What follows belongs to an exercise in optimizing a design on an open flow for small area, a short achievable clock period and few clock cycles; a production flow would make more cautious choices.
The RTL was checked by simulation tests, not by an equivalence proof against the original design.

## bbt_keygen
module bbt_keygen (
    input  wire         clk,
    input  wire         rst,
    input  wire         cmd_valid,
    output wire         cmd_ready,
    input  wire [2:0]   cmd_op,
    input  wire [31:0]  cmd_arg,
    output reg          done,
    output reg          err,
    output wire [31:0]  result,
    output wire [127:0] fkey,
    output wire [7:0]   name_addr,
    input  wire [7:0]   name_data,
    output wire [9:0]   mt_raddr,
    input  wire [31:0]  mt_rdata,
    output wire         mt_we,
    output wire [9:0]   mt_waddr,
    output wire [31:0]  mt_wdata
);
    localparam [2:0] S_IDLE = 3'd0;
    localparam [2:0] S_HASH = 3'd1;
    localparam [2:0] S_LOAD = 3'd2;    
    localparam [2:0] S_ADV  = 3'd3;    
    localparam [2:0] S_FKD  = 3'd4;    
    localparam [2:0] S_GO   = 3'd5;    
    localparam [2:0] S_SLX  = 3'd6;    
    localparam [2:0] S_SLC  = 3'd7;    
    localparam [31:0] HASH_INIT = 32'h19570320;
    reg [2:0]   state;
    reg         seeded;
    reg         r1;          
    reg         rdy;         
    reg         qw;          
    reg         b31;         
    reg         tm;          
    reg         rsel;        
    reg [31:0]  sd;          
    reg [9:0]   kp;          
    reg [31:0]  Q;           
    reg [9:0]   cq;          
    reg [31:0]  R;           
    reg [127:0] fk;          
    reg         op_raw, op_fk;
    reg         argbad;      
    reg         hfirst;      
    reg [8:0]   rem;         
    reg [7:0]   na;
    reg [1:0]   pp;          
    reg         in_v, in_sep, in_dot;
    reg [7:0]   in_c, in_m;  
    reg         dot_seen;
    reg         h_fin;       
    reg         a_q, a_r, a_i;   
    reg [9:0]   ra_d;        
    reg [9:0]   ra_e;        
    reg         f_fast;      
    reg         f_amode;     
    function [31:0] temper(input [31:0] y0);
        reg [31:0] y;
        begin
            y = y0 ^ (y0 >> 11);
            y = y ^ ((y << 7) & 32'h9D2C5680);
            y = y ^ ((y << 15) & 32'hEFC60000);
            y = y ^ (y >> 18);
            temper = y;
        end
    endfunction
    function [31:0] bswap(input [31:0] x);
        bswap = {x[7:0], x[15:8], x[23:16], x[31:24]};
    endfunction
  ...
Size: ~330 flip-flops, roughly 300 I/O pins.
==> flow/config.mk <==
export PLATFORM = sky130hd
export DESIGN_NAME = bbt_keygen
export DESIGN_NICKNAME = bbt_keygen
export VERILOG_FILES = /design/flow/design.v
export SDC_FILE = /design/flow/constraint.sdc
export NUM_CORES = 4
export LEC_CHECK = 0
export ABC_CLOCK_PERIOD_IN_PS = 3500
export CAP_MARGIN = 20
export CORE_MARGIN = 2
export CORE_UTILIZATION = 55
export SLEW_MARGIN = 20
export SETUP_SLACK_MARGIN = 5
export BUFFER_PORTS_ARGS = -buffer_cell sky130_fd_sc_hd__buf_2
==> flow/constraint.sdc <==
create_clock -name core_clock -period 10.0 [get_ports {clk}]
set_input_delay 2.0000 -clock core_clock [delete_from_list [all_inputs] [get_ports {clk}]]
set_output_delay 2.0000 -clock core_clock [all_outputs]
set_load 0.01 [all_outputs]
standard.sh (not shown) runs the stock make flow with config.mk's settings and CLKGATE_MAP_FILE= SYNTH_SCRIPT=/design/flow/synth_recipe.tcl, a recipe that flattens the netlist after the stock synthesis.
==> flow/flow/run.sh <==
#!/bin/bash
set -euo pipefail
{
  echo "export SETUP_SLACK_MARGIN = 5"
  echo "export BUFFER_PORTS_ARGS = -buffer_cell sky130_fd_sc_hd__buf_2"
} >> config.mk
bash standard.sh > standard.log 2>&1
The starting point produced a clean layout.
Testbench counts at the start, summed over its fixed seeds: cycles 30,159.
==> next run, changes <==
==> flow/flow/run.sh (replaced) <==
#!/bin/bash
set -euo pipefail
{
  echo "export SETUP_SLACK_MARGIN = 4.5"
  echo "export BUFFER_PORTS_ARGS = -buffer_cell sky130_fd_sc_hd__buf_1"
} >> config.mk
bash standard.sh > standard.log 2>&1
--- a/flow/config.mk
+++ b/flow/config.mk
@@ -10,5 +10,7 @@
 export CORE_MARGIN = 2
 export CORE_UTILIZATION = 55
+export CTS_BUF_LIST = sky130_fd_sc_hd__clkbuf_4 sky130_fd_sc_hd__clkbuf_8
 export SLEW_MARGIN = 20
-export SETUP_SLACK_MARGIN = 5
-export BUFFER_PORTS_ARGS = -buffer_cell sky130_fd_sc_hd__buf_2
+export TNS_END_PERCENT = 5
+export SETUP_SLACK_MARGIN = 4.5
+export BUFFER_PORTS_ARGS = -buffer_cell sky130_fd_sc_hd__buf_1
After rerunning: Clock skew grows by 0.043 ns. Design area shrinks by a few percent.

[port drivers added, routing unchanged]
How much do the figures lean on ideal ports? The routed layouts below were timed once more, with nothing changed but the port constraints. Step 1 sets driving cells, clkbuf_16 on the clock port and buf_2 on the other inputs (assumed; they add their load-dependent delay and slew). Step 2 times the ports against the registers' clock, not the clock port: input delays grow and output delays shrink by t, the midpoint of the rising clock arrivals with the driver on. a / b / c = no drivers / after step 1 / after step 2; a / b = the first two.
| run | t, ns | setup slack, ns | worst register clock-pin slew, ns | worst data-port slew with drivers (ns) | cell pins on the clock port's net |
|---|---|---|---|---|---|
| the first run | 0.639 | 4.230 / 4.230 / 4.230 | 0.07 / 0.07 | 0.08 | 1 |
| the second run | 0.762 | 4.508 / 4.508 / 4.508 | 0.08 / 0.08 | 0.06 | 1 |
After both steps every run listed still meets setup and hold.
